Background: an optimization exercise with open tools, aiming at small area, a short achievable clock period and few clock cycles. Do not read the settings as production practice. Where RTL was checked, it was by simulation tests only, not by an equivalence proof against the original. Function not checked in runs 3 and 4: the RTL went through the layout flow alone. Power and IR drop assume default switching activity.

### flow/config.mk
export PLATFORM = sky130hd
export DESIGN_NAME = sappy_voice
export DESIGN_NICKNAME = sappy_voice
export VERILOG_FILES = /design/flow/design.v
export SDC_FILE = /design/flow/constraint.sdc
export NUM_CORES = 8
export LEC_CHECK = 0
export CAP_MARGIN = 20
export CORE_MARGIN = 2
export CORE_UTILIZATION = 50
export PLACE_DENSITY = 0.65
export SLEW_MARGIN = 20
### flow/flow/run.sh
#!/bin/bash
# Own layout flow: the standard flow (standard.sh, unchanged synthesis)
# with faster port buffers and a clock tree without dummy loads.
set -euo pipefail
export BUFFER_PORTS_ARGS="-buffer_cell sky130_fd_sc_hd__buf_4"
export CTS_ARGS="-sink_clustering_enable -repair_clock_nets -dont_use_dummy_load"
bash standard.sh > standard.log 2>&1
### flow/constraint.sdc
create_clock -name core_clock -period 24.0 [get_ports {clk}]
set_input_delay 4.8000 -clock core_clock [delete_from_list [all_inputs] [get_ports {clk}]]
set_output_delay 4.8000 -clock core_clock [all_outputs]
set_load 0.01 [all_outputs]
### flow/design.v
module sappy_chan (
    input  [4:0]  fe,        
    input         iz,        
    input  [31:0] ph,
    input  [3:0]  cy,
    input  [35:0] inc,
    input  [14:0] lfsr,
    input  [1:0]  dsh,       
    input         kind,
    input         rl,        
    output [31:0] ph_n,
    output [3:0]  cy_n,
    output        msk_n,     
    output [14:0] lfsr_n
);
    function [8:0] radd8;
        input [7:0] a;
        input [7:0] b;
        input       c;
        integer i;
        reg cc;
        begin
            cc = c;
            for (i = 0; i < 8; i = i + 1) begin
                radd8[i] = a[i] ^ b[i] ^ cc;
                cc = (a[i] & b[i]) | (cc & (a[i] ^ b[i]));
            end
            radd8[8] = cc;
        end
    endfunction
    wire [4:0] ge = fe & {5{~iz}};
    wire [8:0] s0 = radd8(ph[7:0],   inc[7:0]   & {8{ge[0]}}, 1'b0);
    wire [8:0] s1 = radd8(ph[15:8],  inc[15:8]  & {8{ge[1]}}, cy[0]);
    wire [8:0] s2 = radd8(ph[23:16], inc[23:16] & {8{ge[2]}}, cy[1]);
    wire [8:0] s3 = radd8(ph[31:24], inc[31:24] & {8{ge[3]}}, cy[2]);
    assign ph_n = {s3[7:0], s2[7:0], s1[7:0], s0[7:0]};
    assign cy_n = {s3[8], s2[8], s1[8], s0[8]};
    reg [2:0] lim;
    always @(*) begin
        case (dsh)
            2'd0: lim = 3'd1;
            2'd1: lim = 3'd2;
            2'd2: lim = 3'd4;
            default: lim = 3'd6;
        endcase
    end
    wire sqh = ph[31:29] < lim;
    function [14:0] lstep;
        input [14:0] x;
        input        shrt;
        input integer s;
        reg [22:0] e;
        reg [29:0] y;
        integer j;
        begin
            e[6:0] = x[6:0];
            for (j = 7; j < 23; j = j + 1) e[j] = e[j-7] ^ e[j-6];
            y[14:0] = x;
            for (j = 15; j < 30; j = j + 1) y[j] = y[j-15] ^ y[j-14];
            for (j = 0; j < 15; j = j + 1) begin
                if (shrt && j <= 6) lstep[j] = e[j+s];
                else                lstep[j] = y[j+s];
            end
        end
    endfunction
    wire [3:0]  k  = (inc[35:32] & {4{ge[4]}}) + {3'd0, cy[3]};
    wire        sh = dsh[0];
    wire [14:0] l1 = k[0] ? lstep(lfsr, sh, 1) : lfsr;
    wire [14:0] l2 = k[1] ? lstep(l1,   sh, 2) : l1;
    wire [14:0] l4 = k[2] ? lstep(l2,   sh, 4) : l2;
    wire [14:0] l8 = k[3] ? lstep(l4,   sh, 8) : l4;
    assign lfsr_n = l8;
    assign msk_n = rl && (kind ? !l8[0] : sqh);
endmodule
module sappy_voice (
    input             clk,
    input             rst,
    input             cmd_valid,
    output            cmd_ready,
    input      [2:0]  cmd_op,
    input      [3:0]  cmd_ch,
    input      [65:0] cmd_arg,
    output reg        frame_valid,
    output reg [15:0] frame_l,
    output reg [15:0] frame_r,
    output reg [11:0] frame_live
);
    localparam NCH = 12;
    localparam OP_NOTE = 3'd1, OP_MOD = 3'd2, OP_TICK = 3'd3, OP_FRAME = 3'd4, OP_STOP = 3'd5;
    localparam ST_ATT = 2'd0, ST_DEC = 2'd1, ST_SUS = 2'd2, ST_REL = 2'd3;
    localparam PH = 0, CY = 32, MSK = 36, LF = 37, INC = 52, GL = 88, GR = 96,
               RL = 104, KD = 105, DSH = 106;
    localparam KEY = 108, BV = 115, MZ = 125, VE = 126, PAN = 133, VEL = 140,
               GATE = 147, AA = 163, DD = 171, SS = 179, RR = 187, ENV = 195,
               ADSR = 203, DRG = 205, DRI = 206, IZ = 207;
    localparam W = 208;
    function [47:0] csa24;
        input [23:0] a, b, c;
        csa24 = {((a & b) | (a & c) | (b & c)) << 1, a ^ b ^ c};
    endfunction
    function [21:0] mul15x7;
        input [14:0] a;
        input [6:0]  b;
        reg [23:0] p0, p1, p2, p3, p4, p5, p6;
        reg [47:0] x0, x1, x2, x3, x4;
        begin
            p0 = b[0] ? {9'd0, a}       : 24'd0;
            p1 = b[1] ? {8'd0, a, 1'd0} : 24'd0;
            p2 = b[2] ? {7'd0, a, 2'd0} : 24'd0;
            p3 = b[3] ? {6'd0, a, 3'd0} : 24'd0;
            p4 = b[4] ? {5'd0, a, 4'd0} : 24'd0;
            p5 = b[5] ? {4'd0, a, 5'd0} : 24'd0;
            p6 = b[6] ? {3'd0, a, 6'd0} : 24'd0;
            x0 = csa24(p0, p1, p2);
            x1 = csa24(p3, p4, p5);
            x2 = csa24(x0[23:0], x0[47:24], x1[23:0]);
            x3 = csa24(x1[47:24], p6, x2[23:0]);
            x4 = csa24(x2[47:24], x3[23:0], x3[47:24]);
            mul15x7 = x4[21:0] + x4[45:24];
        end
    endfunction
    function [18:0] mul13x6;
        input [12:0] a;
        input [5:0]  b;
        reg [23:0] p0, p1, p2, p3, p4, p5;
        reg [47:0] x0, x1, x2, x3;
        begin
            p0 = b[0] ? {11'd0, a}       : 24'd0;
            p1 = b[1] ? {10'd0, a, 1'd0} : 24'd0;
            p2 = b[2] ? {9'd0, a, 2'd0}  : 24'd0;
            p3 = b[3] ? {8'd0, a, 3'd0}  : 24'd0;
            p4 = b[4] ? {7'd0, a, 4'd0}  : 24'd0;
            p5 = b[5] ? {6'd0, a, 5'd0}  : 24'd0;
            x0 = csa24(p0, p1, p2);
            x1 = csa24(p3, p4, p5);
            x2 = csa24(x0[23:0], x0[47:24], x1[23:0]);
            x3 = csa24(x2[23:0], x2[47:24], x1[47:24]);
            mul13x6 = x3[18:0] + x3[42:24];
        end
    endfunction
    reg        pend;         
    reg        rdy;          
    reg [2:0]  xop;
    reg [3:0]  xch;
    reg [65:0] xarg;
    assign cmd_ready = rdy;
    wire slow_cmd = (cmd_op == OP_NOTE || cmd_op == OP_MOD) ? (cmd_ch < 4'd12)
                  : (cmd_op == OP_TICK || cmd_op == OP_STOP);
    reg fe0, fe1, fe2, fe3, fe4, fe5;    
    reg tt4, tt5;                        
    wire drained = !(fe0 | fe1 | fe2 | fe3 | fe4);
    reg  [3:0] hc;           
    wire       x_note = pend && xop == OP_NOTE;
    wire       x_mod  = pend && xop == OP_MOD;
    wire       x_tick = pend && xop == OP_TICK;
    wire       x_stop = pend && xop == OP_STOP;
    wire       at_head = hc == xch;
    wire       note_ex = x_note && at_head && drained;
    wire       mod_ex  = x_mod && at_head;
    wire       stop_ex = x_stop && drained;
    wire       clr     = rst || stop_ex;
    reg        tst;          
    reg [11:0] edone;        
    reg [11:0] idone;        
    reg [4:1]  gp;           
    reg [14:1] ip;           
    reg [1:0]  gc;           
    reg [3:0]  ic;           
    wire       tick_end = tst && (&edone) && (&idone) && !(|ip[12:1]);
    reg        tokp;         
    wire       tok_go   = (tokp || tick_end) && !(|gp);
    wire       done_ex  = note_ex || mod_ex || stop_ex || tick_end;
    wire [12*W-1:0] CUR;     
    wire [12*W-1:0] NXT;     
    genvar p;
    generate
        for (p = 0; p < NCH; p = p + 1) begin : pos
            reg [W-1:0] r;
            assign CUR[p*W +: W] = r;
            always @(posedge clk) r <= NXT[((p + 1) % NCH)*W +: W];
        end
    endgenerate
    wire [W-1:0] h = CUR[0 +: W];
    wire         h_rl   = h[RL];
    wire [1:0]   h_st   = h[ADSR +: 2];
    wire [15:0]  h_gate = h[GATE +: 16];
    wire [7:0]   h_env  = h[ENV +: 8];
    wire [7:0]   h_a    = h[AA +: 8];
    wire [7:0]   h_d    = h[DD +: 8];
    wire [7:0]   h_s    = h[SS +: 8];
    wire [7:0]   h_r    = h[RR +: 8];
    reg  [1:0]  st_a, st_b;
    reg  [15:0] gate_n;
    reg  [8:0]  env_b;
    reg         live_n;
    always @(*) begin
        st_a   = h_st;
        gate_n = h_gate;
        if (h_st != ST_REL) begin
            if (h_gate == 16'd0) st_a = ST_REL;
            else                 gate_n = h_gate - 16'd1;
        end
        st_b   = st_a;
        env_b  = {1'b0, h_env};
        live_n = h_rl;
        case (st_a)
            ST_ATT: begin
                env_b = h_env + h_a;
                if (env_b > 9'd255) env_b = 9'd255;
                if (env_b == 9'd255) st_b = ST_DEC;
            end
            ST_DEC: begin
                if ({1'b0, h_env} < {1'b0, h_s} + {1'b0, h_d}) env_b = {1'b0, h_s};
                else                                           env_b = h_env - h_d;
                if (env_b[7:0] == h_s) st_b = ST_SUS;
            end
            ST_REL: begin
                if (h_r == 8'd0 || h_env <= h_r) env_b = 9'd0;
                else                             env_b = h_env - h_r;
                if (env_b == 9'd0) live_n = 1'b0;
            end
            default: ;
        endcase
    end
    wire need_g = h_rl && (h[DRG] || st_a != ST_SUS);
    wire ecap   = tst && drained && !edone[hc] && (!need_g || gc == 2'd3);
    wire gcap   = ecap && need_g;
    wire ivis   = tst && !idone[hc];
    wire icap_t = ivis && h_rl && h[DRI] && ic == 4'd10;
    wire icap_n = note_ex && ic == 4'd10;
    wire icap   = icap_t || icap_n;
    reg  [22:0] R;
    wire [W-1:0] s11 = CUR[11*W +: W];
    wire [W-1:0] s10 = CUR[10*W +: W];
    wire [W-1:0] s9  = CUR[9*W +: W];
    reg  [14:0] mA;
    reg  [6:0]  mB;
    always @(*) begin
        if (gp[1]) begin
            mA = {7'd0, s11[ENV +: 8]};
            mB = s11[VEL +: 7];
        end else if (gp[2]) begin
            mA = R[14:0];
            mB = s10[MZ] ? 7'd0 : s10[VE +: 7];
        end else begin
            mA = {7'd0, R[21:14]};
            mB = s9[MZ] ? 7'd0 : s9[PAN +: 7];
        end
    end
    wire [21:0] mP = mul15x7(mA, mB);
    wire [7:0]  g_r = R[14:7];
    wire [7:0]  g_l = R[22:15] - R[14:7] - {7'd0, |R[6:0]};
    wire [9:0]  bv_h = h[MZ] ? 10'd0 : h[BV +: 10];
    wire [6:0]  key_h = note_ex ? xarg[6:0] : h[KEY +: 7];
    wire signed [14:0] praw = $signed({2'b00, key_h, 6'd0}) + $signed({{5{bv_h[9]}}, bv_h});
    wire [12:0] pcl  = praw < 0 ? 13'd0 : praw > 15'sd8191 ? 13'd8191 : praw[12:0];
    reg  [12:0] ia_p;        
    reg         ia_k;
    reg  [3:0]  ib_n;        
    reg  [5:0]  ib_f;        
    reg  [12:0] ib_d;        
    reg  [1:0]  ib_j;        
    reg  [1:0]  ib_q;        
    reg  [12:0] ic_d;        
    reg  [21:0] Nq;          
    reg  [1:0]  nq_j;
    reg  [1:0]  nq_q;
    wire [7:0] dm12_a =
        ia_p[12:6] == 7'd0 ? 8'd83 :
        ia_p[12:6] == 7'd1 ? 8'd84 :
        ia_p[12:6] == 7'd2 ? 8'd85 :
        ia_p[12:6] == 7'd3 ? 8'd86 :
        ia_p[12:6] == 7'd4 ? 8'd87 :
        ia_p[12:6] == 7'd5 ? 8'd88 :
        ia_p[12:6] == 7'd6 ? 8'd89 :
        ia_p[12:6] == 7'd7 ? 8'd90 :
        ia_p[12:6] == 7'd8 ? 8'd91 :
        ia_p[12:6] == 7'd9 ? 8'd96 :
        ia_p[12:6] == 7'd10 ? 8'd97 :
        ia_p[12:6] == 7'd11 ? 8'd98 :
        ia_p[12:6] == 7'd12 ? 8'd99 :
        ia_p[12:6] == 7'd13 ? 8'd100 :
        ia_p[12:6] == 7'd14 ? 8'd101 :
        ia_p[12:6] == 7'd15 ? 8'd102 :
        ia_p[12:6] == 7'd16 ? 8'd103 :
        ia_p[12:6] == 7'd17 ? 8'd104 :
        ia_p[12:6] == 7'd18 ? 8'd105 :
        ia_p[12:6] == 7'd19 ? 8'd106 :
        ia_p[12:6] == 7'd20 ? 8'd107 :
        ia_p[12:6] == 7'd21 ? 8'd112 :
        ia_p[12:6] == 7'd22 ? 8'd113 :
        ia_p[12:6] == 7'd23 ? 8'd114 :
        ia_p[12:6] == 7'd24 ? 8'd115 :
        ia_p[12:6] == 7'd25 ? 8'd116 :
        ia_p[12:6] == 7'd26 ? 8'd117 :
        ia_p[12:6] == 7'd27 ? 8'd118 :
        ia_p[12:6] == 7'd28 ? 8'd119 :
        ia_p[12:6] == 7'd29 ? 8'd120 :
        ia_p[12:6] == 7'd30 ? 8'd121 :
        ia_p[12:6] == 7'd31 ? 8'd122 :
        ia_p[12:6] == 7'd32 ? 8'd123 :
        ia_p[12:6] == 7'd33 ? 8'd128 :
        ia_p[12:6] == 7'd34 ? 8'd129 :
        ia_p[12:6] == 7'd35 ? 8'd130 :
        ia_p[12:6] == 7'd36 ? 8'd131 :
        ia_p[12:6] == 7'd37 ? 8'd132 :
        ia_p[12:6] == 7'd38 ? 8'd133 :
        ia_p[12:6] == 7'd39 ? 8'd134 :
        ia_p[12:6] == 7'd40 ? 8'd135 :
        ia_p[12:6] == 7'd41 ? 8'd136 :
        ia_p[12:6] == 7'd42 ? 8'd137 :
        ia_p[12:6] == 7'd43 ? 8'd138 :
        ia_p[12:6] == 7'd44 ? 8'd139 :
        ia_p[12:6] == 7'd45 ? 8'd144 :
        ia_p[12:6] == 7'd46 ? 8'd145 :
        ia_p[12:6] == 7'd47 ? 8'd146 :
        ia_p[12:6] == 7'd48 ? 8'd147 :
        ia_p[12:6] == 7'd49 ? 8'd148 :
        ia_p[12:6] == 7'd50 ? 8'd149 :
        ia_p[12:6] == 7'd51 ? 8'd150 :
        ia_p[12:6] == 7'd52 ? 8'd151 :
        ia_p[12:6] == 7'd53 ? 8'd152 :
        ia_p[12:6] == 7'd54 ? 8'd153 :
        ia_p[12:6] == 7'd55 ? 8'd154 :
        ia_p[12:6] == 7'd56 ? 8'd155 :
        ia_p[12:6] == 7'd57 ? 8'd160 :
        ia_p[12:6] == 7'd58 ? 8'd161 :
        ia_p[12:6] == 7'd59 ? 8'd162 :
        ia_p[12:6] == 7'd60 ? 8'd163 :
        ia_p[12:6] == 7'd61 ? 8'd164 :
        ia_p[12:6] == 7'd62 ? 8'd165 :
        ia_p[12:6] == 7'd63 ? 8'd166 :
        ia_p[12:6] == 7'd64 ? 8'd167 :
        ia_p[12:6] == 7'd65 ? 8'd168 :
        ia_p[12:6] == 7'd66 ? 8'd169 :
        ia_p[12:6] == 7'd67 ? 8'd170 :
        ia_p[12:6] == 7'd68 ? 8'd171 :
        ia_p[12:6] == 7'd69 ? 8'd176 :
        ia_p[12:6] == 7'd70 ? 8'd177 :
        ia_p[12:6] == 7'd71 ? 8'd178 :
        ia_p[12:6] == 7'd72 ? 8'd179 :
        ia_p[12:6] == 7'd73 ? 8'd180 :
        ia_p[12:6] == 7'd74 ? 8'd181 :
        ia_p[12:6] == 7'd75 ? 8'd182 :
        ia_p[12:6] == 7'd76 ? 8'd183 :
        ia_p[12:6] == 7'd77 ? 8'd184 :
        ia_p[12:6] == 7'd78 ? 8'd185 :
        ia_p[12:6] == 7'd79 ? 8'd186 :
        ia_p[12:6] == 7'd80 ? 8'd187 :
        ia_p[12:6] == 7'd81 ? 8'd192 :
        ia_p[12:6] == 7'd82 ? 8'd193 :
        ia_p[12:6] == 7'd83 ? 8'd194 :
        ia_p[12:6] == 7'd84 ? 8'd195 :
        ia_p[12:6] == 7'd85 ? 8'd196 :
        ia_p[12:6] == 7'd86 ? 8'd197 :
        ia_p[12:6] == 7'd87 ? 8'd198 :
        ia_p[12:6] == 7'd88 ? 8'd199 :
        ia_p[12:6] == 7'd89 ? 8'd200 :
        ia_p[12:6] == 7'd90 ? 8'd201 :
        ia_p[12:6] == 7'd91 ? 8'd202 :
        ia_p[12:6] == 7'd92 ? 8'd203 :
        ia_p[12:6] == 7'd93 ? 8'd208 :
        ia_p[12:6] == 7'd94 ? 8'd209 :
        ia_p[12:6] == 7'd95 ? 8'd210 :
        ia_p[12:6] == 7'd96 ? 8'd211 :
        ia_p[12:6] == 7'd97 ? 8'd212 :
        ia_p[12:6] == 7'd98 ? 8'd213 :
        ia_p[12:6] == 7'd99 ? 8'd214 :
        ia_p[12:6] == 7'd100 ? 8'd215 :
        ia_p[12:6] == 7'd101 ? 8'd216 :
        ia_p[12:6] == 7'd102 ? 8'd217 :
        ia_p[12:6] == 7'd103 ? 8'd218 :
        ia_p[12:6] == 7'd104 ? 8'd219 :
        ia_p[12:6] == 7'd105 ? 8'd224 :
        ia_p[12:6] == 7'd106 ? 8'd225 :
        ia_p[12:6] == 7'd107 ? 8'd226 :
        ia_p[12:6] == 7'd108 ? 8'd227 :
        ia_p[12:6] == 7'd109 ? 8'd228 :
        ia_p[12:6] == 7'd110 ? 8'd229 :
        ia_p[12:6] == 7'd111 ? 8'd230 :
        ia_p[12:6] == 7'd112 ? 8'd231 :
        ia_p[12:6] == 7'd113 ? 8'd232 :
        ia_p[12:6] == 7'd114 ? 8'd233 :
        ia_p[12:6] == 7'd115 ? 8'd234 :
        ia_p[12:6] == 7'd116 ? 8'd235 :
        ia_p[12:6] == 7'd117 ? 8'd240 :
        ia_p[12:6] == 7'd118 ? 8'd241 :
        ia_p[12:6] == 7'd119 ? 8'd242 :
        ia_p[12:6] == 7'd120 ? 8'd243 :
        ia_p[12:6] == 7'd121 ? 8'd244 :
        ia_p[12:6] == 7'd122 ? 8'd245 :
        ia_p[12:6] == 7'd123 ? 8'd246 :
        ia_p[12:6] == 7'd124 ? 8'd247 :
        ia_p[12:6] == 7'd125 ? 8'd248 :
        ia_p[12:6] == 7'd126 ? 8'd249 :
        8'd250;
    wire [12:0] tdif_a =
        dm12_a[3:0] == 4'd0 ? 13'd3897 :
        dm12_a[3:0] == 4'd1 ? 13'd4129 :
        dm12_a[3:0] == 4'd2 ? 13'd4374 :
        dm12_a[3:0] == 4'd3 ? 13'd4634 :
        dm12_a[3:0] == 4'd4 ? 13'd4910 :
        dm12_a[3:0] == 4'd5 ? 13'd5202 :
        dm12_a[3:0] == 4'd6 ? 13'd5511 :
        dm12_a[3:0] == 4'd7 ? 13'd5839 :
        dm12_a[3:0] == 4'd8 ? 13'd6186 :
        dm12_a[3:0] == 4'd9 ? 13'd6554 :
        dm12_a[3:0] == 4'd10 ? 13'd6943 :
        13'd7357;
    wire [21:0] t22_n =
        ib_n == 4'd0 ? 22'd1441792 :
        ib_n == 4'd1 ? 22'd1527526 :
        ib_n == 4'd2 ? 22'd1618364 :
        ib_n == 4'd3 ? 22'd1714592 :
        ib_n == 4'd4 ? 22'd1816540 :
        ib_n == 4'd5 ? 22'd1924560 :
        ib_n == 4'd6 ? 22'd2039004 :
        ib_n == 4'd7 ? 22'd2160246 :
        ib_n == 4'd8 ? 22'd2288704 :
        ib_n == 4'd9 ? 22'd2424796 :
        ib_n == 4'd10 ? 22'd2568984 :
        22'd2721730;
    wire [4:0]  e_a  = {1'b0, dm12_a[7:4]} + (ia_k ? 5'd5 : 5'd0);
    wire [1:0]  j_a  = 2'd0 - e_a[1:0];
    wire [5:0]  sq_a = (6'd19 + {1'b0, e_a}) >> 2;   
    wire [18:0] df   = mul13x6(ib_d, ib_f);
    wire [21:0] Nd   = t22_n + {5'd0, ic_d, 4'd0} + {7'd0, ic_d, 2'd0} + {8'd0, ic_d, 1'b0};
    reg  [42:0] Z;           
    reg  [42:0] Z0;
    always @(*) begin
        case (nq_j)
            2'd0: Z0 = {1'd0, Nq, 20'd0};
            2'd1: Z0 = {2'd0, Nq, 19'd0};
            2'd2: Z0 = {3'd0, Nq, 18'd0};
            default: Z0 = {4'd0, Nq, 17'd0};
        endcase
    end
    function [42:0] dstep2;
        input [42:0] z;
        reg [8:0] t;
        begin
            t = {z[42:36], z[35:34]};
            if (t >= 9'd225)      dstep2 = {t[6:0] - 7'd97, z[33:0], 2'd3};    
            else if (t >= 9'd150) dstep2 = {t[6:0] - 7'd22, z[33:0], 2'd2};    
            else if (t >= 9'd75)  dstep2 = {t[6:0] - 7'd75, z[33:0], 2'd1};
            else                  dstep2 = {t[6:0], z[33:0], 2'd0};
        end
    endfunction
    wire zload = (ip[7] && nq_q == 2'd0) || (ip[6] && nq_q == 2'd1) ||
                 (ip[5] && nq_q == 2'd2) || (ip[4] && nq_q == 2'd3);
    wire signed [9:0] ve_raw = $signed({3'b000, xarg[22:16]}) + $signed(xarg[31:23]);
    wire [6:0] ve_new = ve_raw < 0 ? 7'd0 : ve_raw > 10'sd127 ? 7'd127 : ve_raw[6:0];
    generate
        for (p = 0; p < NCH; p = p + 1) begin : lk
            wire [W-1:0] c = CUR[p*W +: W];
            wire [31:0] ph_n;
            wire [3:0]  cy_n;
            wire        msk_n;
            wire [14:0] lf_n;
            sappy_chan u_ch (
                .fe({fe4, fe3, fe2, fe1, fe0}), .iz(c[IZ]),
                .ph(c[PH +: 32]), .cy(c[CY +: 4]), .inc(c[INC +: 36]),
                .lfsr(c[LF +: 15]), .dsh(c[DSH +: 2]), .kind(c[KD]), .rl(c[RL]),
                .ph_n(ph_n), .cy_n(cy_n), .msk_n(msk_n), .lfsr_n(lf_n)
            );
            reg [W-1:0] n;
            always @(*) begin
                n = c;
                n[PH +: 32] = ph_n;
                n[CY +: 4]  = cy_n;
                n[MSK]      = msk_n;
                n[LF +: 15] = lf_n;
                if (p == 0) begin
                    if (note_ex) begin
                        n[PH +: 32]  = 32'd0;
                        n[CY +: 4]   = 4'd0;
                        n[LF +: 15]  = 15'h7FFF;
                        n[IZ]        = 1'b1;
                        n[GL +: 8]   = 8'd0;
                        n[GR +: 8]   = 8'd0;
                        n[RL]        = 1'b1;
                        n[KD]        = xarg[30];
                        n[DSH +: 2]  = xarg[30] ? {1'b0, xarg[33]} : xarg[32:31];
                        n[KEY +: 7]  = xarg[6:0];
                        n[VEL +: 7]  = xarg[13:7];
                        n[GATE +: 16] = xarg[29:14];
                        n[AA +: 8]   = xarg[41:34];
                        n[DD +: 8]   = xarg[49:42];
                        n[SS +: 8]   = xarg[57:50];
                        n[RR +: 8]   = xarg[65:58];
                        n[ENV +: 8]  = 8'd0;
                        n[ADSR +: 2] = ST_ATT;
                        n[DRG]       = 1'b1;
                        n[DRI]       = !icap_n;
                    end
                    if (mod_ex) begin
                        n[BV +: 10]  = {{3{xarg[6]}}, xarg[6:0]} + {{3{xarg[6]}}, xarg[6:0]}
                                     + {xarg[15], xarg[15:7]};
                        n[VE +: 7]   = ve_new;
                        n[PAN +: 7]  = xarg[38:32];
                        n[MZ]        = 1'b0;
                        n[DRG]       = 1'b1;
                        n[DRI]       = 1'b1;
                    end
                    if (ecap) begin
                        n[ENV +: 8]   = env_b[7:0];
                        n[GATE +: 16] = gate_n;
                        n[ADSR +: 2]  = st_b;
                        n[RL]         = live_n;
                        if (gcap) n[DRG] = 1'b0;
                        if (live_n) n[IZ] = 1'b0;
                    end
                    if (icap_t) n[DRI] = 1'b0;
                end
                if (p == 8 && gp[4]) begin
                    n[GL +: 8] = g_l;
                    n[GR +: 8] = g_r;
                end
                if (p == 10 && ip[14]) n[INC +: 36] = Z[35:0];
                if (clr) n[RL] = 1'b0;
                if (rst) n[MZ] = 1'b1;
            end
            assign NXT[p*W +: W] = n;
        end
    endgenerate
    reg  [23:0] ml [0:11];
    reg  [23:0] mr [0:11];
    reg  [47:0] yl0, yl1, yl2, yl3, yl4, yl5, yl6, yl7, yl8, yl9;
    reg  [47:0] yr0, yr1, yr2, yr3, yr4, yr5, yr6, yr7, yr8, yr9;
    integer q;
    always @(*) begin
        for (q = 0; q < NCH; q = q + 1) begin
            if (tt4 ? CUR[q*W + RL] : CUR[q*W + MSK]) begin
                ml[q] = {16'd0, CUR[q*W + GL +: 8]};
                mr[q] = {16'd0, CUR[q*W + GR +: 8]};
            end else begin
                ml[q] = 24'd0;
                mr[q] = 24'd0;
            end
        end
        yl0 = csa24(ml[0], ml[1], ml[2]);
        yl1 = csa24(ml[3], ml[4], ml[5]);
        yl2 = csa24(ml[6], ml[7], ml[8]);
        yl3 = csa24(ml[9], ml[10], ml[11]);
        yl4 = csa24(yl0[23:0], yl0[47:24], yl1[23:0]);
        yl5 = csa24(yl1[47:24], yl2[23:0], yl2[47:24]);
        yl6 = csa24(yl3[23:0], yl3[47:24], yl4[23:0]);
        yl7 = csa24(yl4[47:24], yl5[23:0], yl5[47:24]);
        yl8 = csa24(yl6[23:0], yl6[47:24], yl7[23:0]);
        yl9 = csa24(yl8[23:0], yl8[47:24], yl7[47:24]);
        yr0 = csa24(mr[0], mr[1], mr[2]);
        yr1 = csa24(mr[3], mr[4], mr[5]);
        yr2 = csa24(mr[6], mr[7], mr[8]);
        yr3 = csa24(mr[9], mr[10], mr[11]);
        yr4 = csa24(yr0[23:0], yr0[47:24], yr1[23:0]);
        yr5 = csa24(yr1[47:24], yr2[23:0], yr2[47:24]);
        yr6 = csa24(yr3[23:0], yr3[47:24], yr4[23:0]);
        yr7 = csa24(yr4[47:24], yr5[23:0], yr5[47:24]);
        yr8 = csa24(yr6[23:0], yr6[47:24], yr7[23:0]);
        yr9 = csa24(yr8[23:0], yr8[47:24], yr7[47:24]);
    end
    wire [11:0] sum_l = yl9[11:0] + yl9[35:24];
    wire [11:0] sum_r = yr9[11:0] + yr9[35:24];
    reg [11:0] hl, hr, tl, tr;
    reg [11:0] livef;
    wire signed [21:0] out_l = $signed({2'b00, hl, 8'd0}) - $signed({10'd0, hl}) - $signed({3'b000, tl, 7'd0});
    wire signed [21:0] out_r = $signed({2'b00, hr, 8'd0}) - $signed({10'd0, hr}) - $signed({3'b000, tr, 7'd0});
    function [15:0] sat16;
        input signed [21:0] v;
        sat16 = v > 22'sd32767 ? 16'h7FFF : v < -22'sd32768 ? 16'h8000 : v[15:0];
    endfunction
    always @(posedge clk) begin
        hl <= sum_l;
        hr <= sum_r;
        frame_l <= sat16(out_l);
        frame_r <= sat16(out_r);
        frame_live <= livef;
        R <= gp[3] ? {R[21:14], mP[14:0]} : {1'b0, mP};
        Z <= zload ? Z0 : dstep2(dstep2(Z));
        ia_p <= pcl;
        ia_k <= note_ex ? xarg[30] : h[KD];
        if (ip[1]) begin
            ib_n <= dm12_a[3:0];
            ib_f <= ia_p[5:0];
            ib_d <= tdif_a;
            ib_j <= j_a;
            ib_q <= sq_a[1:0] - 2'd2;
        end
        ic_d <= df[18:6];
        if (ip[3]) begin
            Nq   <= Nd;
            nq_j <= ib_j;
            nq_q <= ib_q;
        end
        if (rst) begin
            pend <= 1'b0;
            rdy  <= 1'b1;
            fe0 <= 1'b0; fe1 <= 1'b0; fe2 <= 1'b0; fe3 <= 1'b0; fe4 <= 1'b0; fe5 <= 1'b0;
            frame_valid <= 1'b0;
            tt4 <= 1'b0; tt5 <= 1'b0;
            tokp <= 1'b0;
            tl <= 12'd0; tr <= 12'd0;
            hc <= 4'd0;
            tst <= 1'b0;
            gp <= 4'd0;
            ip <= 14'd0;
            gc <= 2'd3;
            ic <= 4'd10;
            livef <= 12'd0;
        end else begin
            if (!pend) begin
                xop  <= cmd_op;
                xch  <= cmd_ch;
                xarg <= cmd_arg;
                pend <= cmd_valid && slow_cmd;
                rdy  <= !(cmd_valid && slow_cmd);
            end else if (done_ex) begin
                pend <= 1'b0;
                rdy  <= 1'b1;
            end
            fe0 <= cmd_valid && rdy && cmd_op == OP_FRAME;
            fe1 <= fe0; fe2 <= fe1; fe3 <= fe2; fe4 <= fe3; fe5 <= fe4;
            frame_valid <= fe5;
            tt4 <= note_ex || stop_ex || tok_go;
            tokp <= (tokp || tick_end) && !tok_go;
            tt5 <= tt4;
            if (tt5) begin
                tl <= hl;
                tr <= hr;
            end
            hc <= hc == 4'd11 ? 4'd0 : hc + 4'd1;
            if (x_tick && !tst) begin
                tst   <= 1'b1;
                edone <= 12'd0;
                idone <= 12'd0;
            end else if (tick_end) begin
                tst <= 1'b0;
            end else begin
                if (ecap) edone[hc] <= 1'b1;
                if (ivis && (!h_rl || !h[DRI] || icap_t)) idone[hc] <= 1'b1;
            end
            gp <= {gp[3:1], gcap};
            ip <= {ip[13:1], icap};
            gc <= gcap ? 2'd1 : (gc == 2'd3 ? 2'd3 : gc + 2'd1);
            ic <= icap ? 4'd1 : (ic == 4'd10 ? 4'd10 : ic + 4'd1);
            if (stop_ex) livef <= 12'd0;
            else if (note_ex) livef[xch] <= 1'b1;
            else if (ecap) livef[hc] <= live_n;
        end
    end
endmodule
### flow/standard.sh
#!/bin/bash
# synth_recipe.tcl (not shown) runs the flow's synth.tcl, then flattens the netlist and writes it again
# the make line also repeats each setting of config.mk as NAME=value (left out here)
make -C /OpenROAD-flow-scripts/flow DESIGN_CONFIG=/design/flow/config.mk WORK_HOME=/design/flow/orfs CLKGATE_MAP_FILE= SYNTH_SCRIPT=/design/flow/synth_recipe.tcl "${@:-finish}"
==> results of run 1 <==
-- per-stage QoR --
stage	cells	worst slack, ps	hold WS [ps]	area [um^2]
floorplan	9677	15250	309.6	110300
global placement	12420	16890	309.7	114100
detailed placement	12420	16960	312.1	114100
CTS	12720	16960	250.8	121800
global route	12730	16370	268.6	121800
finish	12730	16970	258.7	121800
-- critical path, delay by kind of cell, from the launching register on --
family,cells,cell delay (ps)
compound gates,9,2620
fa+ha+maj,5,2390
flops,1,820
simple gates,3,320
mux,1,290
buf+inv,4,200
xor+xnor,1,150
-- registers in the layout (all words and copies together), names as in the netlist, 6 cells and up --
register    count
frame_r        16
R              23
idone          12
edone          12
Nq             21
Z              43
tl             12
hl             12
livef          12
hr             12
xarg           66
frame_l        16
frame_live     12
ia_p           13
tr             12
ic_d           13
pos.r        2496
ib_d           13
ib_f            6
ip             14
-- cell usage in the layout, fill, tap and decap left out, types with 18 or more instances in the layout --
cell type,instances
and3_1,18
or2_2,24
dfxtp_1,2732
a31oi_1,38
o21bai_1,34
fa_1,673
nor2_1,556
and2_1,476
nand2b_1,61
clkbuf_16,305
mux4_2,49
nor3_1,79
a21o_1,56
xnor2_1,232
a21oi_1,415
mux2i_1,339
edfxtp_1,149
inv_1,889
or3_1,22
o21ai_0,370
o21a_1,35
o211ai_1,61
ha_1,306
nor2b_1,333
mux2_2,142
nand3_1,69
buf_4,166
xor2_1,166
nand2_1,709
a211oi_1,62
-- path summary, 6_finish.rpt --
check             cells after the start            to  slack (ps)    startpoint
setup reg to reg                     23         R[20]       16970         gp[2]
hold reg to reg                       0  pos[0].r[90]         260  pos[1].r[90]
hold / removal                        0  pos[0].r[90]         260  pos[1].r[90]
setup / recovery                     23         R[20]       16970         gp[2]
-- cell families (layout without fill, tap and decap cells) --
logic type | Yosys count | after routing | synth area share [%]
flip-flops | 2882 | 2882 | 53.65
AND/OR/NAND/NOR | 2432 | 2432 | 10.87
AO/OA/AOI/OAI | 1248 | 1248 | 6.851
buffers and inverters | 1191 | 1366 | 4.089
adder cells (fa/ha/maj) | 979 | 979 | 15.68
multiplexers | 539 | 539 | 5.609
XOR/XNOR | 406 | 406 | 3.247
other | 0 | 6 | 0
-- metal layers --
layer  up-vias  GRT usage [%]
met1     31260          28.19
li1      31500              -
met2      1092          33.72
met5         -              0
met4         2          6.390
met3       417          2.704
-- report_power, final --
| group | total, mW | leakage [nW] | switching, mW | internal, mW |
|---|---|---|---|---|
| Sequential | 4.97 | 23.5 | 0.0672 | 4.90 |
| Clock | 3.90 | 3.76 | 1.68 | 2.22 |
| Combinational | 0.493 | 25.2 | 0.299 | 0.194 |
-- layout make-up --
| class | instances | area (um^2) |
|---|---|---|
| multi-input combinational | 5604 | 46740 |
| fill | 18510 | 97690 |
| inverter | 893 | 3352 |
| tap | 2871 | 3592 |
| antenna | 6 | 15.01 |
| timing repair buffer | 168 | 1294 |
| clock buffer | 305 | 7632 |
| sequential | 2882 | 59190 |
==> results.txt, run 1 <==
- The run finished with no timing, DRC or antenna violations.
- The placeable core region is 219500 um^2.
- The first global-routing pass estimated 365000 um of wire.
- The highest routing layer actually used is met5.
- The post-layout minimum cycle time is 7028 ps.
- The final layout contains 10910 nets.
- In the post-synthesis netlist, the cell with the most instances is dfxtp_1.
- Dividing the final minimum period by the clock period gives 29.28%.
- After routing, the total negative slack on setup checks comes to 0 ps.
- The clock-pin transition on the worst setup and hold timing paths is 60 ps.
- The largest net degree at the start of global routing is 86.
- Synthesis produced a netlist whose cell count is 9677.
- The count of state elements after synthesis is 2882.
- After detailed routing, the met3 layer carries 7730 um of wire.
- The initial antenna violation count came to 9.
- The synthesized cell area is 110300 um^2.
- Power comes to 9.360 mW.
- In the routed layout, each cell is associated on average with a via count of 5.049.
- The detailed-route wire length per cell is 17.75 um.
- After global routing the overflow that remains totals 0.
- The worst setup path is launched from a register.
- Summing over every cut layer, the via total after detailed routing is 64270.
- In this run the power density over the cells is 76.83 nW/um^2.
- The slowest stage of the critical path is the dfxtp_1 cell.
- Setup repair after global routing left no endpoint under its margin.
- Relative to the synthesized area, the layout overhead comes to 10.43%.
- In this run the worst hold path is classified as reg2reg.
- The cell sitting at the root of the clock tree is a clkbuf_16.
- The total setup violations reported at the end of the flow is 0.
- After detailed routing, the total wire length is 226000 um.
- For this run, design rule violations remaining after detail routing come to 0.
- The critical setup path kind is reg2reg.
- VDD sags by at most 0.00008647 V.
- The die outline height is 473.7 um.
- In this run the biggest area consumer among cell types represents 49.60% of the synthesized area.
- The number of sinks handled by clock tree synthesis is 2882.
- Buffers added to address setup during post-CTS repair amount to 0.
- Cells fill 55.50% of the core in the end.
- The die area is 224400 um^2.
- The H-tree was split into 5 levels.
- Traced cell by cell, the critical path runs through mux2i_1, nor2_1, a21oi_1, nor2_1, fa_1, inv_1, fa_1, inv_1, fa_1, inv_1, fa_1, inv_1, ha_1, a21o_1, a21oi_1, nor2b_1, o41ai_1, o311ai_0, a31oi_1, o21ai_0, a31oi_1, xor2_1, o21ai_0.
- The largest clock skew in the final design is 108.2 ps.
- Ranked by total cell area, the synthesized netlist is headed by dfxtp_1, fa_1, edfxtp_1, ha_1, mux2i_1.
- The static leakage power is 52.38 nW.
- The headroom to the max-slew limit is 24.77%.
- For this run, the total global-route usage over all layers was measured as 20.52%.
- In this run, post-CTS repair resized a total of 0 instances.
- STA classifies the critical path endpoint as a register.
- The most used flip-flop cell after synthesis is dfxtp_1.
- In this run, CTS created clock tree buffers numbering 305.
- The sequential area share after synthesis is 53.65%.
- The yosys synthesis warning count is 4.
- The routed design uses 105400 um of met2 wire.
- The floorplan has 172 rows.
- For this run, the top clock speed supported by timing is 142.3 MHz.
- For this run, the detailed router's first-pass iteration total came to 8.
- The initial standard-cell utilization of the core is 50.25%.
- The number of global-route vias before repair was 66950.
- The max-slew violation total from the final report is 0.
- The synthesized net count is 10730.
- The I/O pin count is 122.
- The number of buffers between clock root and the deepest sink is 4.
- The number of maximum-capacitance constraint violations is 0.
- The post-detailed-placement half-perimeter wirelength is 164600 um.
- Sorting the synthesized cells by how often they occur yields dfxtp_1, inv_1, nand2_1, fa_1, nor2_1.
- The clock latency on the worst-skew pair is 940 ps.
- A synthesized cell averages 11.40 um^2.
- The number of hold buffers added after cts is 0.
- The die width is 473.7 um.
- The iteration-0 DRC count of the detailed router is 3309.
- The number of input and output port buffers inserted is 121.
- The unique cell type count in the Yosys netlist is 102.
- The final number of hold-violating endpoints is 0.
- Of the cells placed in the final design, the portion with a size suffix greater than 1 is 7.572%.
- The endpoint required time on the critical path is 24700 ps.
- The CTS tree is yes.
- Summed over all instances, the cell type with the most area after synthesis is dfxtp_1.
- The number of flops mapped to enable cells by yosys is 149.
- The async set-or-reset flop fraction in the synthesized netlist is 0%.
- The remaining number of nets flagged by the antenna check after routing is 0.
- The met1 layer wirelength in the final routing is 106100 um.
- In this design, the stage delay of the slowest critical-path cell is 820 ps.
- The data arrival at the endpoint of the critical path is 7730 ps.
- Along the worst path, the maximum fanout reaches 13.
- The congestion estimate from routability-driven global placement came to 0.8498.
- The worst-margin pin slew is 1126 ps.
Testbench counts, summed over its fixed seeds: cycles 164,619.
==> run 2, diff against run 1 <==
==> flow/run.sh (new file) <==
#!/bin/bash
# synth_recipe.tcl (not shown) runs the flow's synth.tcl, then flattens the netlist and writes it again
# the make line also repeats each setting of config.mk as NAME=value (left out here)
make -C /OpenROAD-flow-scripts/flow DESIGN_CONFIG=/design/flow/config.mk WORK_HOME=/design/flow/orfs CLKGATE_MAP_FILE= SYNTH_SCRIPT=/design/flow/synth_recipe.tcl finish
removed: flow/flow/run.sh
removed: flow/standard.sh
==> run 2 against run 1 <==
  * Sequential power about the same
  * Count of clock-buffer cells in the layout grew 110
  * Non-clock buffer count increased by 5
  * Combinational power about the same
  * Critical path depth up 1
  * Highest routed layer is now met4
==> results.txt, run 2 <==
- The flow ran to the end and the layout has no timing, DRC or antenna violations.
- The number of input and output port buffers inserted is 121.
- Of the cells placed in the final design, the portion with a size suffix greater than 1 is 7.841%.
- The fraction of post-synthesis cell area in the top cell type by area is 49.60%.
- Of all flip-flops after synthesis, the portion carrying an async set or reset was 0%.
- Final hold analysis gives a worst-case slack of 256.6 ps.
- The post-CTS setup buffer count is 0.
- The worst setup path endpoint is R[20].
- At the worst endpoint, the required time is 24750 ps.
- The post-detailed-placement half-perimeter wirelength is 165500 um.
- Dividing the final minimum period by the clock period gives 30.45%.
- For this run, the number of Yosys warnings is 4.
- The via count of the routed design is 64640.
- The routed wire length is 228000 um.
- The endpoint identified for the worst register-to-register timing path is R[20].
- The H-tree depth is 5.
- In this run the vertical extent of the chip is 473.7 um.
- The flip-flop count of the largest register, all copies and words added is 2496.
- The die covers 224400 um^2.
- Setup violations remaining at the end of the flow were counted as 0.
- Yosys attributes the largest share of cell area to dfxtp_1, fa_1, edfxtp_1, ha_1, mux2i_1.
- The area occupied by multi-input gates is 46740 um^2.
- Setup slack closes at 16690 ps.
- The analysis attributes to cell leakage a power of 53.33 nW.
- The cell with the most instances after synthesis is dfxtp_1.
- The largest clock skew in the final design is 87.32 ps.
- The routability congestion estimate is 0.8619.
- The synthesized net count is 10730.
- The number of global-route vias before repair is 67420.
- At the worst endpoint, the arrival time is 8060 ps.
- In the synthesized netlist the dominant register cell turns out to be dfxtp_1.
- For this configuration, the core starts out at a cell density of 50.25%.
- The unique cell type count in the Yosys netlist is 102.
- The total number of placement rows is 172.
- The minimum setup slack after placement is 16720 ps.
- The CTS tree is yes.
- The number of flops mapped to enable cells by yosys is 149.
- The clock latency on the worst-skew pair is 960 ps.
- Power comes to 10.05 mW.
- The iteration-0 DRC count of the detailed router is 3552.
- The post-layout minimum cycle time is 7308 ps.
- From synthesis to final layout, the design area changed by 12.70%.
- Leaving out fill and tap cells, the most frequent cell in the layout is dfxtp_1.
- The worst-margin pin slew is 1123 ps.
- Across the whole layout, storage elements account for 59190 um^2.
- The post-synthesis cell type with the largest combined area is dfxtp_1.
- The wire length of the first global-routing pass is 367300 um.
- Ranked by instance count, the synthesized netlist is headed by dfxtp_1, inv_1, nand2_1, fa_1, nor2_1.
- The path class of the tightest hold or removal check is reg2reg.
- The critical setup path kind is reg2reg.
- The total DRC errors in the routed layout is 0.
- The power density of the placed cells is 80.82 nW/um^2.
- Synthesis inferred 2882 register bits.
- The number of vias per cell after detailed routing is 4.995.
- The synthesized cell area is 110300 um^2.
- The maximum VDD drop is 0.00009056 V.
- In the final layout, the registers with the most flip-flops are pos.r: 2496 flops, xarg: 66 flops, Z: 43 flops.
- The synthesized area divided by synthesized cell count is 11.40 um^2.
- The filler cell count in the final layout is 18200.
- STA classifies the critical path startpoint as a register.
- The register-to-register setup slack is 16690 ps.
- For this run, the post-layout net count is 10910.
- The critical path endpoint category is a register.
- The longest clock path from root to sink contains 4 buffers.
- The tree is rooted in a clkbuf_16.
- Along the worst hold path, the cell count comes to 0.
- The initial antenna violation count is 5.
- Global routing used 20.64% of the available tracks.
- The sequential area share after synthesis is 53.65%.
- The post-route setup TNS is 0 ps.
- In this run the worst path has a maximum fanout of 15.
- The highest achievable clock rate is 136.8 MHz.
- The max-slew violation total from the final report is 0.
- After technology mapping, the gate count stands at 9677.
- The startpoint identified for the worst register-to-register timing path is gp[2].
- The remaining number of nets flagged by the antenna check after routing is 0.
- The final number of hold-violating endpoints came to 0.
- The number of maximum-capacitance constraint violations is 0.
- The top cell types in the final layout, fill and taps aside, are dfxtp_1, inv_1, nand2_1.
- The detailed-route wire length per cell is 17.62 um.
- The die width is 473.7 um.
- The largest net degree at the start of global routing is 69.
- The register bank with the most flops is pos.r.
- Buffers inserted to repair hold after CTS numbered 0.
- In this run the count of I/O pins placed on the die edge is 122.
- Clock-pin slew was measured on the worst setup and hold paths at 60 ps.
- In this run, CTS created clock tree buffers numbering 301.
- The remaining global-route overflow is 0.
- The number of instances resized during post-cts repair is 0.
- Measured against its own limit, the worst slew margin works out to 25.01%.
- Before antenna repair, the detailed router went through 9 iterations.
- The share of the core filled with cells is 56.64%.
- The timing startpoint of the critical path is gp[2].
- The worst-case reg-to-reg path depth is 24.
- Setup repair after global routing left no endpoint under its margin.
- The placeable core region is 219500 um^2.
- The number of sinks handled by clock tree synthesis is 2882.
==> run 2: cell count changes in the layout (fill, tap and decap cells not counted), moves of 5 or more <==
cell and delta:
clkbuf_1 +47, clkbuf_8 +58, bufinv_16 +20, buf_4 -113, clkinv_4 +10, clkinvlp_4 +7
inv_4 +5, clkinv_2 +42, inv_6 +6, clkdlybuf4s50_1 +120
==> run 2: logic make-up (layout without fill, tap and decap cells) <==
| family | count (synthesis) | count (layout) | synth area share (%) |
|---|---|---|---|
| AOI/OAI and AO/OA | 1248 | 1248 | 6.851 |
| xor gates and xnor gates | 406 | 406 | 3.247 |
| and+or+nand+nor | 2432 | 2432 | 10.87 |
| DFF | 2882 | 2882 | 53.65 |
| buffers and inverters | 1191 | 1576 | 4.089 |
| muxes | 539 | 539 | 5.609 |
| other | 0 | 7 | 0 |
| adders and majority gates | 979 | 979 | 15.68 |
==> run 2: worst min path at each step <==
| stage | startpoint | to | slack (ps) |
|---|---|---|---|
| floorplan | pos[1].r[108] | pos[0].r[108] | 310 |
| global placement | pos[8].r[154] | pos[7].r[154] | 310 |
| detailed placement | pos[11].r[121] | pos[10].r[121] | 310 |
| CTS | pos[7].r[136] | pos[6].r[136] | 250 |
| global route | pos[6].r[134] | pos[5].r[134] | 250 |
| finish | pos[7].r[136] | pos[6].r[136] | 260 |
==> run 2: worst max-delay path, stage by stage, from the launching register on <==
cell and delay, ps:
dfxtp_1 810, nor2_1 270, a22oi_1 220, nor2_1 80, a21oi_2 680, nor2_1 160
fa_1 520, inv_1 50, fa_1 480, inv_1 60, fa_1 530, inv_1 50
fa_1 500, inv_1 50, ha_1 320, a21o_1 180, a21oi_1 210, nor2b_1 100
o41ai_1 710, o311ai_0 320, a31oi_1 290, o21ai_0 110, a31oi_1 200, xor2_1 160
o21ai_0 80
==> run 2: metal layers <==
metal | wire length (um) | GRT usage [%]
met1 | 107500 | 28.41
met2 | 106500 | 33.88
met3 | 8980 | 3.270
met4 | 4968 | 5.474
met5 | 0 | 0
==> run 2: stage by stage <==
step	std cells	instance area, um^2
floorplan	9677	110300
global placement	12420	114500
detailed placement	12420	114500
CTS	12930	124300
global route	12940	124300
finish	12940	124300
==> run 2: final cells by class <==
class / count / share of cell area, %
diodes: 7 / 0.01409
clock buffers: 415 / 6.992
clock inverters: 95 / 0.9148
inverters: 893 / 2.696
multi-input cells: 5604 / 37.60
flip-flops and latches: 2882 / 47.61
well taps: 2871 / 2.889
repair buffers: 173 / 1.286
==> run 2: power by group <==
group          leakage (nW)  internal [mW]  switching, mW
Combinational          25.0          0.198          0.296
Clock                  4.86           2.75           1.84
Sequential             23.5           4.90         0.0664
==> run 3, diff against run 2 <==
--- a/flow/design.v
+++ b/flow/design.v
@@ -119,6 +119,27 @@
             mul15x7 = x4[21:0] + x4[45:24];
         end
     endfunction
+    function [14:0] mul8x7;
+        input [7:0] a;
+        input [6:0] b;
+        reg [23:0] p0, p1, p2, p3, p4, p5, p6;
+        reg [47:0] x0, x1, x2, x3, x4;
+        begin
+            p0 = b[0] ? {16'd0, a}       : 24'd0;
+            p1 = b[1] ? {15'd0, a, 1'd0} : 24'd0;
+            p2 = b[2] ? {14'd0, a, 2'd0} : 24'd0;
+            p3 = b[3] ? {13'd0, a, 3'd0} : 24'd0;
+            p4 = b[4] ? {12'd0, a, 4'd0} : 24'd0;
+            p5 = b[5] ? {11'd0, a, 5'd0} : 24'd0;
+            p6 = b[6] ? {10'd0, a, 6'd0} : 24'd0;
+            x0 = csa24(p0, p1, p2);
+            x1 = csa24(p3, p4, p5);
+            x2 = csa24(x0[23:0], x0[47:24], x1[23:0]);
+            x3 = csa24(x1[47:24], p6, x2[23:0]);
+            x4 = csa24(x2[47:24], x3[23:0], x3[47:24]);
+            mul8x7 = x4[14:0] + x4[38:24];
+        end
+    endfunction
     function [18:0] mul13x6;
         input [12:0] a;
         input [5:0]  b;
@@ -164,7 +185,6 @@
     reg [11:0] idone;        
     reg [4:1]  gp;           
     reg [14:1] ip;           
-    reg [1:0]  gc;           
     reg [3:0]  ic;           
     wire       tick_end = tst && (&edone) && (&idone) && !(|ip[12:1]);
     reg        tokp;         
@@ -223,33 +243,24 @@
         endcase
     end
     wire need_g = h_rl && (h[DRG] || st_a != ST_SUS);
-    wire ecap   = tst && drained && !edone[hc] && (!need_g || gc == 2'd3);
+    wire ecap   = tst && drained && !edone[hc] && (!need_g || !gp[2]);
     wire gcap   = ecap && need_g;
     wire ivis   = tst && !idone[hc];
     wire icap_t = ivis && h_rl && h[DRI] && ic == 4'd10;
     wire icap_n = note_ex && ic == 4'd10;
     wire icap   = icap_t || icap_n;
-    reg  [22:0] R;
+    reg  [14:0] R1;          
+    reg  [7:0]  R2;          
+    reg  [22:0] R3;          
     wire [W-1:0] s11 = CUR[11*W +: W];
     wire [W-1:0] s10 = CUR[10*W +: W];
     wire [W-1:0] s9  = CUR[9*W +: W];
-    reg  [14:0] mA;
-    reg  [6:0]  mB;
-    always @(*) begin
-        if (gp[1]) begin
-            mA = {7'd0, s11[ENV +: 8]};
-            mB = s11[VEL +: 7];
-        end else if (gp[2]) begin
-            mA = R[14:0];
-            mB = s10[MZ] ? 7'd0 : s10[VE +: 7];
-        end else begin
-            mA = {7'd0, R[21:14]};
-            mB = s9[MZ] ? 7'd0 : s9[PAN +: 7];
-        end
-    end
-    wire [21:0] mP = mul15x7(mA, mB);
-    wire [7:0]  g_r = R[14:7];
-    wire [7:0]  g_l = R[22:15] - R[14:7] - {7'd0, |R[6:0]};
+    wire [7:0]  m1a = gp[3] ? R2 : s11[ENV +: 8];
+    wire [6:0]  m1b = gp[3] ? (s9[MZ] ? 7'd0 : s9[PAN +: 7]) : s11[VEL +: 7];
+    wire [14:0] m1p = mul8x7(m1a, m1b);
+    wire [21:0] m2p = mul15x7(R1, s10[MZ] ? 7'd0 : s10[VE +: 7]);
+    wire [7:0]  g_r = R3[14:7];
+    wire [7:0]  g_l = R3[22:15] - R3[14:7] - {7'd0, |R3[6:0]};
     wire [9:0]  bv_h = h[MZ] ? 10'd0 : h[BV +: 10];
     wire [6:0]  key_h = note_ex ? xarg[6:0] : h[KEY +: 7];
     wire signed [14:0] praw = $signed({2'b00, key_h, 6'd0}) + $signed({{5{bv_h[9]}}, bv_h});
@@ -575,7 +586,9 @@
         frame_l <= sat16(out_l);
         frame_r <= sat16(out_r);
         frame_live <= livef;
-        R <= gp[3] ? {R[21:14], mP[14:0]} : {1'b0, mP};
+        R1 <= m1p;
+        R2 <= m2p[21:14];
+        R3 <= {R2, m1p};
         Z <= zload ? Z0 : dstep2(dstep2(Z));
         ia_p <= pcl;
         ia_k <= note_ex ? xarg[30] : h[KD];
@@ -604,7 +617,6 @@
             tst <= 1'b0;
             gp <= 4'd0;
             ip <= 14'd0;
-            gc <= 2'd3;
             ic <= 4'd10;
             livef <= 12'd0;
         end else begin
@@ -641,7 +653,6 @@
             end
             gp <= {gp[3:1], gcap};
             ip <= {ip[13:1], icap};
-            gc <= gcap ? 2'd1 : (gc == 2'd3 ? 2'd3 : gc + 2'd1);
             ic <= icap ? 4'd1 : (ic == 4'd10 ? 4'd10 : ic + 4'd1);
             if (stop_ex) livef <= 12'd0;
             else if (note_ex) livef[xch] <= 1'b1;
==> flow/flow/run.sh (new file) <==
#!/bin/bash
# Own layout flow: the standard flow (standard.sh, unchanged synthesis)
# with faster port buffers, a clock tree without dummy loads and timing
# repair that aims past the 24 ns clock.
set -euo pipefail
export BUFFER_PORTS_ARGS="-buffer_cell sky130_fd_sc_hd__buf_4"
export CTS_ARGS="-sink_clustering_enable -repair_clock_nets -dont_use_dummy_load"
export SETUP_SLACK_MARGIN=17.5
bash standard.sh > standard.log 2>&1
==> flow/standard.sh (new file) <==
#!/bin/bash
# synth_recipe.tcl (not shown) runs the flow's synth.tcl, then flattens the netlist and writes it again
# the make line also repeats each setting of config.mk as NAME=value (left out here)
make -C /OpenROAD-flow-scripts/flow DESIGN_CONFIG=/design/flow/config.mk WORK_HOME=/design/flow/orfs CLKGATE_MAP_FILE= SYNTH_SCRIPT=/design/flow/synth_recipe.tcl "${@:-finish}"
removed: flow/run.sh
==> run 3 against run 2 <==
  * Count of clock-buffer cells in the layout decreased by 117
  * Sequential share of layout area increased by 0.70 points
  * Synthesized cell count about the same
  * Global-route usage barely moved
  * Via count decreased by 0.41%
  * Combinational power up 2%
  * Synthesized area rose by 0.80%
  * Setup slack better by 1100 ps
  * Largest power group unchanged
==> results.txt, run 3 <==
- The startpoint identified for the worst register-to-register timing path is pos[10].r[125].
- The die area is 226200 um^2.
- The highest achievable clock rate is 161.4 MHz.
- For this block, the initial DRC count from the detailed router was 3745.
- The synthesized net count is 10790.
- The worst setup path is captured at an output port.
- Among all flip-flop cells after synthesis, the most frequent one is dfxtp_1.
- TritonCTS built the clock tree.
- The total number of placement rows is 173.
- The worst register-to-register path ends at R2[7].
- The first-pass iteration count of the detailed router is 6.
- For the pin with the worst max-slew slack, the measured transition is 1121 ps.
- After floorplanning, the core was sized to cover 221700 um^2.
- The maximum VDD drop is 0.00008084 V.
- The global routing usage summed across all routing layers is 20.60%.
- At the end of the flow, the number of nets in the layout was 10970.
- Synthesis produced a netlist whose cell count is 9685.
- The peak fanout along the critical path is 2.
- The initial antenna violation count is 4.
- The yosys synthesis warning count is 4.
- In the final layout, the registers with the most flip-flops are pos.r: 2496 flops, xarg: 66 flops, Z: 43 flops.
- Yosys mapped a number of flops with a built-in enable equal to 149.
- The routability congestion estimate is 0.8775.
- For the worst setup path, the data arrival time is 1390 ps.
- Dividing the detail-routed wire length by the instance count gives 17.78 um.
- The synthesized area divided by synthesized cell count is 11.48 um^2.
- The max-slew violation total from the final report is 0.
- In the synthesized netlist the async set-or-reset flop fraction comes to 0%.
- The fraction of post-synthesis cell area in the top cell type by area is 49.31%.
- The worst path in the final design needs a cycle of 6195 ps, including I/O delays and setup.
- Ranked by total cell area, the synthesized netlist is headed by dfxtp_1, fa_1, edfxtp_1, ha_1, and2_1.
- Buffers placed on the I/O ports in this run total 121.
- The die outline height is 475.6 um.
- The post-synthesis cell type with the largest combined area is dfxtp_1.
- Setup violations remaining at the end of the flow were counted as 0.
- The startpoint type of the worst setup path is a register.
- The largest net degree at the start of global routing is 70.
- The largest clock skew in the final design is 80.40 ps.
- For the final routed database, the setup TNS stands at 0 ps.
- The synthesized cell area is 111200 um^2.
- Counting instances, the worst hold path has a depth of 0.
- The power density of the placed cells is 75.77 nW/um^2.
- The routed design has 228300 um of wire.
- In this design, the largest share of critical-path delay is due to flip-flops.
- The count of state elements after synthesis is 2888.
- Once detail routing completed, the nets flagged for antenna violations numbered 0.
- Clock-pin slew was measured on the worst setup and hold paths at 70 ps.
- After legalization and detailed placement, the total HPWL measured 167400 um.
- The final number of hold-violating endpoints is 0.
- The H-tree was split into 5 levels.
- For this run, the register share of the synthesized area comes to 53.34%.
- Leaving out fill and tap cells, the most frequent cell in the layout is dfxtp_1.
- The headroom to the max-slew limit is 23.11%.
- The via count of the routed design is 64370.
- The buffer and inverter count on the worst path is 1.
- The static leakage power is 52.96 nW.
- Walking the worst path, the cells encountered are buf_4.
- The worst hold path terminates at pos[5].r[137].
- Across the run, the number of max-cap violations was 0.
- Setup slack on the worst reg-to-reg path comes out at 17900 ps.
- STA puts the critical path data required time at 19200 ps.
- By instance count, the leading cell after synthesis is dfxtp_1.
- The worst hold path belongs to the class reg2reg.
- Setup repair after global routing left no endpoint under its margin.
- In this run the most critical hold path is launched from pos[6].r[137].
- The I/O pin count is 122.
- The die width is 475.6 um.
- The critical setup path kind is reg2out.
- Global routing finished with a remaining overflow of 0.
- In this run, distinct cell masters in the synthesized netlist total 96.
- After detailed routing, the number of vias per cell comes to 5.011.
- Ranked by flip-flop count, first place goes to pos.r.
- The worst-case reg-to-reg path depth is 23.
- Clock latency on the worst-skew pair, taken at its later pin, is 950 ps.
- The fraction of layout instances using a drive strength above 1 is 7.511%.
- For this design, the CTS-stage hold fixing added 0 buffers.
- The number of global-route vias before repair came to 67180.
- The wire length of the first global-routing pass is 367600 um.
- The flip-flop count of the largest register, all copies and words added is 2496.
- In the layout the commonest cells are dfxtp_1, inv_1, nand2_1.
- The number of buffers between clock root and the deepest sink is 4.
- The critical path's largest stage delay is 340 ps.
- Of the available clock period, the critical path in the final layout requires 25.81%.
- Counting the buffers created by CTS gives 298.
- The synthesis-to-finish area growth is 10.42%.
- The total DRC errors in the routed layout is 0.
- The share of the core filled with cells is 55.39%.
- The run finished with no timing, DRC or antenna violations.
- The critical path's slowest cell is dfxtp_1.
- By count the netlist is led by dfxtp_1, inv_1, nand2_1, fa_1, and2_1.
- The master cell of the clock root buffer is clkbuf_16.
- The number of sinks handled by clock tree synthesis is 2888.
- The initial standard-cell utilization of the core is 50.16%.
==> run 3: cell count changes after synthesis, sizes merged, moves of 22 or more <==
cell and delta:
nor2b -33, fa +31, a21oi -30, nor2 -83, nand2 +34, and2 +107
nand2b -22
==> run 3: worst max path at each step <==
| stage | start | endpoint | slack (ps) | cells past startpoint |
|---|---|---|---|---|
| after floorplan | rst | xarg[0] | 17430 | 3 |
| after global placement | rst | xarg[2] | 17220 | 3 |
| after detailed placement | rst | xarg[51] | 17170 | 3 |
| after CTS | rdy | cmd_ready | 17730 | 1 |
| after global routing | gp[3] | R3[14] | 17530 | 22 |
| final | rdy | cmd_ready | 17810 | 1 |
==> run 3: cell families after synthesis <==
group           after synthesis  share of synthesized area, %
compound gates             1198                         6.521
buf+inv                    1171                         3.964
flops                      2888                         53.34
simple gates               2447                         10.96
xor+xnor                    417                         3.334
fa+ha+maj                  1028                         16.32
mux                         536                         5.559
==> run 3: area by class of cell <==
class | instances | area (um^2)
Fill cell | 18670 | 98870
Sequential cell | 2888 | 59310
Multi-Input combinational cell | 5626 | 47670
Clock buffer | 298 | 7457
Tap cell | 2975 | 3722
Inverter | 886 | 3329
Timing Repair Buffer | 168 | 1281
Antenna cell | 4 | 10.01
==> run 3: metrics by stage <==
| step | std cells | total power, mW | setup slack [ps] | area, um^2 | hold WS (ps) |
|---|---|---|---|---|---|
| 2_1_floorplan | 9685 | 5.431 | 17430 | 111200 | 309.6 |
| 4_1_cts | 12840 | 9.399 | 17730 | 122700 | 269.2 |
| 5_1_grt | 12840 | 9.643 | 17530 | 122800 | 271.4 |
| 6_report | 12850 | 9.303 | 17810 | 122800 | 268.3 |
| 3_5_place_dp | 12540 | 5.570 | 17170 | 115200 | 312.1 |
| 3_3_place_gp | 12540 | 5.561 | 17220 | 115200 | 309.6 |
==> run 3: power by group <==
| part | switching [mW] | internal, mW | total (mW) |
|---|---|---|---|
| clock network | 1.66 | 2.17 | 3.83 |
| registers | 0.0623 | 4.91 | 4.97 |
| logic | 0.302 | 0.204 | 0.506 |
==> run 3: routing by layer <==
metal	vias up	GRT usage, %	wire length [um]	share of wire, %
li1	31460	-	-	-
met1	31430	28.65	107500	47
met2	1137	33.44	106200	47
met3	340	3.014	9014	3.9
met4	0	5.965	5629	2.5
met5	-	0	0	0
==> run 3: what timing repair did <==
action / CTS / global route
setup buffers: 0 / 0
gates resized for setup: 0 / 9
endpoints found under the setup margin: 0 / 5
==> run 4, diff against run 3 <==
--- a/flow/config.mk
+++ b/flow/config.mk
@@ -7,6 +7,6 @@
 export LEC_CHECK = 0
 export CAP_MARGIN = 20
 export CORE_MARGIN = 2
-export CORE_UTILIZATION = 50
-export PLACE_DENSITY = 0.65
+export CORE_UTILIZATION = 30
+export PLACE_DENSITY = 0.45
 export SLEW_MARGIN = 20
==> run 4 against run 3 <==
  * First-iteration DRC count down 18%
  * Clock skew up 45 ps
  * Hold slack better by 1.7 ps
  * Sequential power about the same
  * Total power up 1.6%
  * Largest power group unchanged
  * Highest routed layer unchanged
==> results.txt, run 4 <==
- Summing every instance area after synthesis gives 111200 um^2.
- After the last flow step, the layout net total stands at 10990.
- The total setup violations reported at the end of the flow is 0.
- In this run, distinct cell masters in the synthesized netlist total 96.
- Pin placement for this block handled 122 I/O pins.
- The worst setup path is captured at an output port.
- Synthesis produced 9685 cells.
- The peak fanout along the critical path is 2.
- The library cells used most frequently in the layout, excluding fill and tap cells, are dfxtp_1, inv_1, nand2_1.
- In the final timing run, aggregate negative setup slack is 0 ps.
- The critical path's largest stage delay is 340 ps.
- The largest registers in the layout are pos.r: 2496 flops, xarg: 66 flops, Z: 43 flops.
- The data arrival at the endpoint of the critical path is 1350 ps.
- The synthesis-to-finish area growth is 12.93%.
- For the pin with the worst max-slew slack, the measured transition is 1111 ps.
- The global routing usage summed across all routing layers is 13.52%.
- The master cell of the clock root buffer is clkbuf_16.
- The yosys synthesis warning count is 4.
- The worst setup path is launched from a register.
- The final number of hold-violating endpoints was 0.
- The clock arrives with 125.4 ps of skew.
- Among all cell types in the netlist, the one instantiated most often is dfxtp_1.
- The clock latency on the worst-skew pair is 900 ps.
- After Yosys synthesis, full adders, half adders and majority gates account for 16.32% of the synthesized area.
- Counting flops with a built-in enable in the synthesized netlist gives 149.
- The post-layout minimum cycle time is 6147 ps.
- Together, buffers and inverters on the worst path number 1.
- The largest net degree at the start of global routing is 70.
- The number of buffers created by CTS is 308.
- In this run the remaining antenna-violating nets after routing total 0.
- Once detailed placement completed, the half-perimeter wirelength came to 185700 um.
- The run finished with no timing, DRC or antenna violations.
- The post-synthesis cell type with the largest combined area is dfxtp_1.
- Traced cell by cell, the critical path runs through buf_4.
- In the global route stage, met3 resource usage came out at 1.881%.
- The post-CTS setup buffer count is 0.
- The tool flagged a number of max-cap violations equal to 0.
- Excluding fillers, the count of instances in the completed layout stands at 14840.
- The timing startpoint of the critical path is rdy.
- The launch point of the worst reg-to-reg path is gp[3].
- The share of synthesized area in the top cell type comes to 49.31%.
- The sequential area share after synthesis is 53.34%.
- The max-slew violation total from the final report came to 0.
- Using the TritonRoute via totals, the vias-per-cell ratio works out to 4.329.
- Based on the critical path, the design can be clocked at up to 162.7 MHz.
- Summing the areas of all compound-gate instances in the mapped netlist gives 6.521% of the synthesized area.
- The critical setup path kind is reg2out.
- Measured along the x axis, the die boundary spans 612.8 um.
- The worst hold path belongs to the class reg2reg.
- The routed wire length is 252000 um.
- Counting instances in the post-synthesis netlist gives the leading cell types as dfxtp_1, inv_1, nand2_1, fa_1, and2_1.
- The global routing met2 resource utilization is 22.55%.
- Of the cells placed in the final design, the portion with a size suffix greater than 1 is 7.748%.
- The number of global-route vias before repair was 67970.
- The footprint of the flip-flops and latches is 59310 um^2.
- In this run the tightest slew margin relative to its limit is 25.93%.
- The number of buffers between clock root and the deepest sink is 4.
- The commonest non-fill, non-tap cell in the layout is dfxtp_1.
- The total DRC errors in the routed layout is 0.
- Measured along the y axis, the die boundary spans 612.8 um.
- The CTS tree is yes.
- The hold path startpoint is pos[11].r[166].
- After synthesis, the share of flip-flops with an asynchronous set or reset is 0%.
- The static leakage power is 53.14 nW.
- The busiest layer in global routing is met2.
- The wire length of the first global-routing pass is 397900 um.
- Of the total synthesized cell area, the portion taken by XOR and XNOR cells is 3.334%.
- After synthesis, the largest family of logic cells by area is adder cells.
- The via count of the routed design is 64230.
- The flip-flop count of the largest register, all copies and words added is 2496.
- The average instance in the mapped netlist occupies 11.48 um^2.
-- run 4: cell types whose count changed in the layout (fill, tap and decap cells not counted), sizes merged --
cell      before  now
clkinv         2    3
clkinvlp       1    0
diode          4    2
clkbuf       298  308
buf          168  178
-- run 4: cells by family (layout without fill, tap and decap cells) --
logic type,count (synthesis),after routing
flip-flops,2888,2888
AND/OR/NAND/NOR,2447,2447
other,0,2
AO/OA/AOI/OAI,1198,1198
buffers and inverters,1171,1372
XOR/XNOR,417,417
adder cells (fa/ha/maj),1028,1028
multiplexers,536,536
-- run 4: final timing paths --
path / endpoint / cells after the start / slack, ps
hold reg to reg: pos[10].r[166] / 0 / 270
setup reg to reg: R3[14] / 22 / 17880
setup / recovery: cmd_ready / 1 / 17850
hold / removal: pos[10].r[166] / 0 / 270
-- run 4: through the flow --
step	hold WS (ps)	power (mW)	cell area (um^2)	setup WS, ps	utilization (%)
finish	270.0	9.448	125600	17850	34.04
global route	275.4	9.846	125600	17420	34.04
CTS	272.8	9.607	125500	17710	34.03
detailed placement	312.1	5.589	117800	17020	31.94
global placement	309.5	5.586	117800	17080	31.94
floorplan	309.6	5.431	111200	17430	-
-- run 4: metal layers --
layer	routed length, um	vias to the layer above
met5	0	-
met3	8269	376
met4	5831	0
met2	117700	939
li1	-	31530
met1	120200	31380
-- run 4: timing repair --
item / in CTS / in global routing
hold buffers: 0 / 0
gates resized for setup: 0 / 10
setup endpoints to repair: 0 / 10
-- run 4: power by group --
group          internal, mW  switching (mW)
clock                  2.24            1.72
combinational         0.205           0.309
sequential             4.91          0.0664
total                  7.35            2.09
-- run 4: layout make-up --
class                   count  share of cell area, %
diodes                      2               0.003986
multi-input cells        5626                  37.98
inverters                 886                  2.649
clock buffers             308                  6.138
well taps                4950                  4.932
repair buffers            178                  1.064
flip-flops and latches   2888                  47.23

-- what the ideal ports hide --
In the flow no input, the clock included, has a driving cell. The finished layouts below were timed again as built, in two steps. Step 1 sets driving cells, clkbuf_16 on the clock port and buf_2 on the other inputs (assumed; they add their load-dependent delay and slew). Step 2 times the ports against the registers' clock, not the clock port: input delays grow and output delays shrink by t, the midpoint of the rising clock arrivals with the driver on. Slacks: no drivers / after step 1 / after step 2; pairs: no drivers / after step 1.
run | t (ns) | setup WS [ns]
run 1 | 0.982 | 16.972 / 16.972 / 16.948
run 2 | 1.010 | 16.692 / 16.692 / 16.692
run 3 | 0.984 | 17.805 / 17.719 / 17.241
run 4 | 0.929 | 17.853 / 17.766 / 17.147
After both steps setup and hold are still met in every run listed.
